This design comes from an exercise in tuning for small area, a short achievable clock period and few clock cycles per item on the open sky130 flow, not from production work.
The RTL was checked by simulation tests, not by an equivalence proof against the original design.
Power and IR drop assume default switching activity.

JK:
==> flow/design.v (excerpt) <==
module wacs_locate (
    input  wire        clk,
    input  wire        rst,
    input  wire        cmd_valid,
    output wire        cmd_ready,
    input  wire [8:0]  cmd_kb,
    input  wire [15:0] cmd_len,
    input  wire        s_valid,
    output wire        s_ready,
    input  wire [63:0] s_phase,
    input  wire [63:0] s_mask,
    output reg         res_valid,
    output wire [1:0]  res_code,
    output wire [15:0] res_k0,
    output wire [15:0] res_first,
    output wire [15:0] res_peak
);
For scale: about 590 flip-flops, roughly 210 I/O pins, about 0.026 mm2 of cells after synthesis.
export LEC_CHECK = 0
export CAP_MARGIN = 20
export CORE_MARGIN = 2
export CORE_UTILIZATION = 40
export CTS_CLUSTER_DIAMETER = 70
export CTS_CLUSTER_SIZE = 25
export SLEW_MARGIN = 20
create_clock -name core_clock -period 11.0 [get_ports {clk}]
standard.sh (not shown) runs the stock make flow with config.mk's settings and CLKGATE_MAP_FILE= SYNTH_SCRIPT=/design/flow/synth_recipe.tcl, a recipe that flattens the netlist after the stock synthesis.
==> flow/flow/run.sh <==
#!/bin/bash
# Standard layout, with timing repair aimed below the clock period,
# minimum-size input buffers and buf_4 output buffers.
set -euo pipefail
bash standard.sh finish SETUP_SLACK_MARGIN=7.6 \
    "BUFFER_PORTS_ARGS=-inputs -buffer_cell sky130_fd_sc_hd__buf_1" \
    "POST_GLOBAL_PLACE_TCL=$PWD/flow/outbuf.tcl" > make_finish.log 2>&1
==> flow/flow/outbuf.tcl <==
# After global placement: a buffer on every output port (the inputs got
# theirs before placement).
buffer_ports -outputs -buffer_cell sky130_fd_sc_hd__buf_4
Looking at the reports, JK completed the entire flow and the layout it produced met the timing, DRC and antenna checks.
Testbench counts of JK, summed over its fixed seeds: cycles 134,876, items 134,660.
Modified inputs, MS compared to JK
Settings: CORE_UTILIZATION: 40 -> 55.
==> flow/flow/run.sh <==
#!/bin/bash
# Standard layout, with timing repair aimed below the clock period and
# minimum-size port buffers (timing repair resizes the ones that matter).
set -euo pipefail
bash standard.sh finish SETUP_SLACK_MARGIN=7.6 \
    "BUFFER_PORTS_ARGS=-buffer_cell sky130_fd_sc_hd__buf_1" > make_finish.log 2>&1
removed: flow/flow/outbuf.tcl
==> comparison <==
- Total power: MS below JK
- When the final numbers for JK and MS were put side by side, the total routing usage reported by global routing turned out to be smaller in JK.
- Combined area of the multi-input logic cells was higher in the run labelled MS.
- Changes observed in MS relative to JK: worst slew margin relative to its limit climbed 3.9 points, count of different cell masters after synthesis shows no meaningful change.
- met2 as the most used routing layer in global routing was reported by JK, and met1 by MS.
Input changes introduced in AL (baseline for comparison: MS):
Settings: CTS_CLUSTER_DIAMETER changed from 70 to 60; CORE_UTILIZATION changed from 55 to 40; CTS_CLUSTER_SIZE changed from 25 to 20.
Results
- AL against MS; half-perimeter wire length of the detailed placement result is up by a few percent.
- Layout net count across MS and AL: no real change.
- MS and AL ended up with nearly the same setup slack of the worst register-to-register path.
- | upper clock frequency limit | AL vs MS | ≈ equal |
- Between MS and AL, floorplan core area increased.
- Compared AL vs MS, and initial DRC count is down in AL.
- MS has higher portion of total power attributed to sequential cells than AL.
- The core of AL is less densely filled than that of MS.
- [compare] base=MS new=AL: shortest period the worst path allows has decreased, worst-case headroom to the max-slew limit has decreased.
Edits applied to the flow inputs when going from AL to TR:
Settings: CTS_CLUSTER_SIZE no longer set, was 20; CTS_CLUSTER_DIAMETER no longer set, was 60.
==> flow/flow/run.sh <==
#!/bin/bash
# Standard layout, with timing repair aimed below the clock period,
# minimum-size port buffers (timing repair resizes the ones that matter) and
# a clock tree of clkbuf_8 leaves under a clkbuf_16 root.
set -euo pipefail
bash standard.sh finish SETUP_SLACK_MARGIN=7.6 \
    "BUFFER_PORTS_ARGS=-buffer_cell sky130_fd_sc_hd__buf_1" \
    "CTS_ARGS=-sink_clustering_enable -repair_clock_nets -sink_clustering_size 16 -sink_clustering_max_diameter 50 -buf_list sky130_fd_sc_hd__clkbuf_8 -root_buf sky130_fd_sc_hd__clkbuf_16" \
    > make_finish.log 2>&1
==> comparison <==
Of TR and AL, the run reporting the higher proportion of cell area occupied by registers was TR.
The maximum frequency was comparable across TR and AL.
Wire length: TR and AL compared, higher one is TR
Sort TR and AL by switching fraction of total power desc -> top: TR
Going from AL to TR, clock-buffer cell count grew by a little under 10%.
TR vs. AL: least setup slack across all paths after layout has remained practically unchanged, design area has decreased.

==> separate check: timing with driven ports <==
In the flow no input, the clock included, has a driving cell. The finished layouts below were timed again as built, in two steps. Step 1: set_driving_cell puts a clkbuf_16 on clk and a buf_2 on each other input, an assumption about the parent block. Step 2 moves the port delays by t, midway between the first and last clock arrival at a register: inputs arrive t later, outputs are due t later. That takes back most of the time a late clock gives input paths. Three values: ideal, step 1, step 2; two values: the first two.
| run | t (ns) | setup slack, ns | latest minus earliest clock arrival (ns) | worst data-port slew with drivers (ns) | cell pins on the clock port's net |
|---|---|---|---|---|---|
| JK | 0.629 | 7.672 / 7.613 / 7.289 | 0.023 / 0.023 | 0.07 | 1 |
| MS | 0.617 | 7.644 / 7.585 / 7.268 | 0.047 / 0.047 | 0.06 | 1 |
| AL | 0.645 | 7.650 / 7.594 / 7.227 | 0.031 / 0.030 | 0.08 | 1 |
| TR | 0.627 | 7.652 / 7.596 / 7.211 | 0.032 / 0.033 | 0.07 | 1 |
After both steps every run listed still meets setup and hold. The setup slack of TR, which loses most, moves by -0.056 ns with the drivers and by -0.441 ns with both steps.
